This is an optimization exercise on Yosys and OpenROAD, whose aim is small area, a short achievable clock period and few clock cycles, not a production implementation.
Function was checked by simulation only, so behaviour that the tests miss may differ from the original.
Power is estimated from default activity; no workload was simulated.

## build 59
Design phpb_serial, start of the top module:
module phpb_serial (
    input  wire        clk,
    input  wire        rst,             
    input  wire        cfg_guard_en,    
    input  wire [16:0] cfg_max_len,     
    input  wire        cfg_drop_zero,   
    input  wire        rx_in_valid,
    output wire        rx_in_ready,
    input  wire [7:0]  rx_in_data,
    input  wire        rx_in_last,      
    output wire        rx_out_valid,
    input  wire        rx_out_ready,
    output wire [7:0]  rx_out_data,
    output wire        rx_out_sop,
    output wire        rx_out_eop,
    output wire [47:0] rx_out_hdr,      
    output wire [16:0] rx_out_tlen,     
    input  wire        tx_in_valid,
    output wire        tx_in_ready,
    input  wire [7:0]  tx_in_data,
    output wire        tx_out_valid,
    input  wire        tx_out_ready,
    output wire [7:0]  tx_out_data,
    output reg  [15:0] cnt_rx_pkt,
    output reg  [15:0] cnt_malformed,
    output reg  [15:0] cnt_zero_drop
);
Size: about 930 cells after synthesis, about 210 flip-flops.
==> flow/config.mk <==
export PLATFORM = sky130hd
export DESIGN_NAME = phpb_serial
export DESIGN_NICKNAME = phpb_serial
export VERILOG_FILES = /design/flow/design.v
export SDC_FILE = /design/flow/constraint.sdc
export NUM_CORES = 4
export LEC_CHECK = 0
export CAP_MARGIN = 20
export CORE_MARGIN = 2
export CORE_UTILIZATION = 40
export CTS_CLUSTER_DIAMETER = 50
export CTS_CLUSTER_SIZE = 30
export SETUP_SLACK_MARGIN = 3.5
export SLEW_MARGIN = 20
==> flow/constraint.sdc <==
create_clock -name core_clock -period 6.0 [get_ports {clk}]
set_input_delay 1.2000 -clock core_clock [delete_from_list [all_inputs] [get_ports {clk}]]
set_output_delay 1.2000 -clock core_clock [all_outputs]
set_load 0.01 [all_outputs]
standard.sh (not shown) runs the stock make flow with config.mk's settings and CLKGATE_MAP_FILE= SYNTH_SCRIPT=/design/flow/synth_recipe.tcl, a recipe that flattens the netlist after the stock synthesis.
==> flow/flow/run.sh <==
#!/bin/bash
# Standard layout, with the port buffers made from buf_2 cells instead of the
# resizer's default choice. Full tool output goes to flow_standard.log.
set -euo pipefail
export BUFFER_PORTS_ARGS="-buffer_cell sky130_fd_sc_hd__buf_2"
bash standard.sh > flow_standard.log 2>&1
Testbench counts of build 59, summed over its fixed seeds: cycles 121,481.
Input changes introduced in build 55 (baseline for comparison: build 59):
- CTS_CLUSTER_SIZE no longer set, was 30
- CTS_CLUSTER_DIAMETER no longer set, was 50
In build 55 relative to build 59, final standard cell count with taps included and fillers excluded had gone down slightly.
In build 55 the total power density per cell area turned out 9.1% lower than in build 59.
The flip-flop and latch area of build 55 and that of build 59 are within noise of each other.
Cell area improves in build 55 relative to build 59.
Changes observed in build 55 relative to build 59: utilization went down 1.5 points, portion of total power attributed to combinational logic went up 0.5 points, register-to-register slack went up 0.04 ns.
Build 59 has a higher switching power of the nets than build 55.
Any difference in post-route worst hold slack between build 59 and build 55 is small enough to ignore.
Sum of routed wire length over all layers delta (build 55 − build 59): favourable
## Diff of input files: build 37 against build 55
- an added PLACE_DENSITY of 0.7
- a change of CORE_UTILIZATION from 40 to 50
Findings:
| cell count | build 37 vs build 55 | 60 lower |
The run with more routed wire is build 55, not build 37.
Measured against each other, build 37 and build 55 differ in final area, the higher figure coming from build 55.
Against build 55, build 37 comes in 2.8 points higher on total global routing track utilization.
Build 55 → build 37: maximum single-stage delay on the critical path has decreased; area growth from synthesis to layout -0.98 points; clock tree cell share of total cell area neither gained nor lost much; via count moved up; final estimated routing congestion in global placement up 3.6%.
Re post-synthesis async set-or-reset flop share: no difference whatsoever between build 37 and build 55.

phpb_serial, a different RTL version from the one above (not shown whole).
For scale: about 890 cells after synthesis, ~200 flip-flops, ~180 I/O pins, about 9400 um2 of cells after synthesis.
// phpb_serial
module phpb_serial (
    input  wire        clk,
    input  wire        rst,             
    input  wire        cfg_guard_en,    
    input  wire [16:0] cfg_max_len,     
    input  wire        cfg_drop_zero,   
    input  wire        rx_in_valid,
    output wire        rx_in_ready,
    input  wire [7:0]  rx_in_data,
    input  wire        rx_in_last,      
    output wire        rx_out_valid,
    input  wire        rx_out_ready,
    output wire [7:0]  rx_out_data,
    output wire        rx_out_sop,
    output wire        rx_out_eop,
    output wire [47:0] rx_out_hdr,      
    output wire [16:0] rx_out_tlen,     
    input  wire        tx_in_valid,
    output wire        tx_in_ready,
    input  wire [7:0]  tx_in_data,
    output wire        tx_out_valid,
    input  wire        tx_out_ready,
    output wire [7:0]  tx_out_data,
    output reg  [15:0] cnt_rx_pkt,
    output reg  [15:0] cnt_malformed,
    output reg  [15:0] cnt_zero_drop
);
    reg [15:0] m;           
    reg        g_never;     
  ...
export LEC_CHECK = 0
export CAP_MARGIN = 20
export CORE_MARGIN = 2
export CORE_UTILIZATION = 40
export SETUP_SLACK_MARGIN = 3.5
export SLEW_MARGIN = 20
create_clock -name core_clock -period 6.0 [get_ports {clk}]
==> flow/flow/run.sh <==
#!/bin/bash
# Standard layout, with the port buffers made from buf_1 cells instead of the
# resizer's default choice. Full tool output goes to flow_standard.log.
set -euo pipefail
export BUFFER_PORTS_ARGS="-buffer_cell sky130_fd_sc_hd__buf_1"
bash standard.sh > flow_standard.log 2>&1
Testbench counts at the start, summed over its fixed seeds: cycles 123,313.
Then changed:
==> flow/run.sh (new file) <==
#!/bin/bash
# synth_recipe.tcl (not shown) runs the flow's synth.tcl, then flattens the netlist and writes it again
# the make line also repeats each setting of config.mk as NAME=value (left out here)
make -C /OpenROAD-flow-scripts/flow DESIGN_CONFIG=/design/flow/config.mk WORK_HOME=/design/flow/orfs CLKGATE_MAP_FILE= SYNTH_SCRIPT=/design/flow/synth_recipe.tcl finish
--- a/flow/config.mk
+++ b/flow/config.mk
@@ -10,0 +11 @@
+export CTS_BUF_LIST = sky130_fd_sc_hd__clkbuf_8
removed: flow/flow/run.sh
removed: flow/standard.sh
=> The new run ran to the end with no violations. Design area rises by 12%. Routed wire length rises by 5.9%. Global-route usage rises by 1.5 points. Clock-buffer cell count rises by 21.
Then changed:
==> flow/flow/run.sh (new file) <==
#!/bin/bash
# Standard layout, with the port buffers made from buf_2 cells instead of the
# resizer's default choice. Full tool output goes to flow_standard.log.
set -euo pipefail
export BUFFER_PORTS_ARGS="-buffer_cell sky130_fd_sc_hd__buf_2"
bash standard.sh > flow_standard.log 2>&1
==> flow/standard.sh (new file) <==
#!/bin/bash
# synth_recipe.tcl (not shown) runs the flow's synth.tcl, then flattens the netlist and writes it again
# the make line also repeats each setting of config.mk as NAME=value (left out here)
make -C /OpenROAD-flow-scripts/flow DESIGN_CONFIG=/design/flow/config.mk WORK_HOME=/design/flow/orfs CLKGATE_MAP_FILE= SYNTH_SCRIPT=/design/flow/synth_recipe.tcl "${@:-finish}"
--- a/flow/config.mk
+++ b/flow/config.mk
@@ -10,3 +10,2 @@
-export CORE_UTILIZATION = 40
-export CTS_BUF_LIST = sky130_fd_sc_hd__clkbuf_8
-export SETUP_SLACK_MARGIN = 3.5
+export CORE_UTILIZATION = 55
+export SETUP_SLACK_MARGIN = 3.8
removed: flow/run.sh
Sequential share of layout area drops by 0.18 points.
Cell area climbs by 2.3%.
Die area shrinks by 27%.
Critical path depth drops by 2.
Wire length is higher by 7.1%.
Count of clock-buffer cells in the layout decreases by 10.
Global-route usage increases by 7.0 points.
Flip-flop and latch count is unchanged.
Synthesized area is unchanged.
Worst hold slack hardly moves.
Then changed:
--- a/flow/config.mk
+++ b/flow/config.mk
@@ -10,2 +10,2 @@
-export CORE_UTILIZATION = 55
-export SETUP_SLACK_MARGIN = 3.8
+export CORE_UTILIZATION = 40
+export SETUP_SLACK_MARGIN = 3.5
=>
- non-clock buffer count went down by 125
- routed wire length went down by roughly a tenth
- flip-flop and latch count is unchanged
- global-route usage went down by 8.6 points
- worst hold slack is worse by 0.0087 ns
- setup slack is better by 0.0082 ns
- clock skew hardly moves

RTL: one of the versions met above, not the one the previous note started from.
For scale: about 1,100 cells after synthesis, about 210 flip-flops, about 180 I/O pins, about 0.0098 mm2 of cells after synthesis.
export LEC_CHECK = 0
export ABC_AREA = 1
export CAP_MARGIN = 20
export CORE_MARGIN = 2
export CORE_UTILIZATION = 40
export SETUP_SLACK_MARGIN = 3.5
export SLEW_MARGIN = 20
create_clock -name core_clock -period 6.0 [get_ports {clk}]
==> flow/flow/run.sh <==
#!/bin/bash
# Standard layout, with the port buffers made from buf_2 cells instead of the
# resizer's default choice. Full tool output goes to flow_standard.log.
set -euo pipefail
export BUFFER_PORTS_ARGS="-buffer_cell sky130_fd_sc_hd__buf_2"
bash standard.sh > flow_standard.log 2>&1
Testbench counts at the start, summed over its fixed seeds: cycles 121,481.
Next try:
--- a/flow/config.mk
+++ b/flow/config.mk
@@ -7,3 +7,2 @@
 export LEC_CHECK = 0
-export ABC_AREA = 1
 export CAP_MARGIN = 20
@@ -11,2 +10,4 @@
 export CORE_UTILIZATION = 40
+export CTS_CLUSTER_DIAMETER = 75
+export CTS_CLUSTER_SIZE = 35
 export SETUP_SLACK_MARGIN = 3.5
Outcome:
- power fell by 17%
- combinational power fell by 57%
- via count fell by 3.5%
- final cell count fell by 11%
- critical path depth fell by 10
- worst hold slack improves by 0.0076 ns
- sequential power fell by about 5%
- routed wire length rose by about 6%
- clock skew rose by 0.028 ns
- fmax rose by about 2.4%
Next try:
--- a/flow/config.mk
+++ b/flow/config.mk
@@ -10,5 +10,3 @@
 export CORE_UTILIZATION = 40
-export CTS_CLUSTER_DIAMETER = 75
-export CTS_CLUSTER_SIZE = 35
-export SETUP_SLACK_MARGIN = 3.5
+export SETUP_SLACK_MARGIN = 3.6
 export SLEW_MARGIN = 20
What happened:
- The new run passed the timing, DRC and antenna checks
- sequential power barely changes
- non-clock buffer count is higher by 25
- die area stays the same
- count of clock-buffer cells in the layout is higher by 10
- worst hold slack gets worse by 0.016 ns
- power is higher by 16%
- worst setup slack gets better by 0.10 ns
- sequential share of layout area is lower by 1.9 points
- synthesized cell count is unchanged
- fmax is higher by 4.2%

[re-timing with driven ports]
How much do the figures lean on ideal ports? The routed layouts below were timed once more, with nothing changed but the port constraints. Step 1 sets driving cells, clkbuf_16 on the clock port and buf_2 on the other inputs (assumed; they add their load-dependent delay and slew). Step 2 times the ports against the registers' clock, not the clock port: input delays grow and output delays shrink by t, the midpoint of the rising clock arrivals with the driver on. a / b / c = no drivers / after step 1 / after step 2; a / b = the first two.
run | t, ns | setup slack, ns | slew at the worst register clock pin (ns) | pins driven straight from the clock port
build 59 | 0.577 | 3.535 / 3.486 / 2.959 | 0.07 / 0.07 | 1
build 55 | 0.554 | 3.545 / 3.496 / 3.024 | 0.06 / 0.06 | 1
build 37 | 0.540 | 3.549 / 3.515 / 3.003 | 0.06 / 0.06 | 1
the first run of note 2 | 0.565 | 3.366 / 3.366 / 2.997 | 0.06 / 0.06 | 1
the second run of note 2 | 0.568 | 3.427 / 3.427 / 2.958 | 0.07 / 0.07 | 1
the third run of note 2 | 0.547 | 3.426 / 3.426 / 3.154 | 0.06 / 0.06 | 1
the fourth run of note 2 | 0.554 | 3.434 / 3.434 / 3.018 | 0.06 / 0.06 | 1
the first run of note 3 | 0.561 | 3.461 / 3.418 / 2.857 | 0.06 / 0.06 | 1
the second run of note 3 | 0.540 | 3.520 / 3.486 / 2.957 | 0.12 / 0.12 | 1
the third run of note 3 | 0.561 | 3.621 / 3.573 / 3.040 | 0.06 / 0.06 | 1
After both steps every run listed still meets setup and hold. The setup slack of the first run of note 3, which loses most, moves by -0.043 ns with the drivers and by -0.604 ns with both steps.
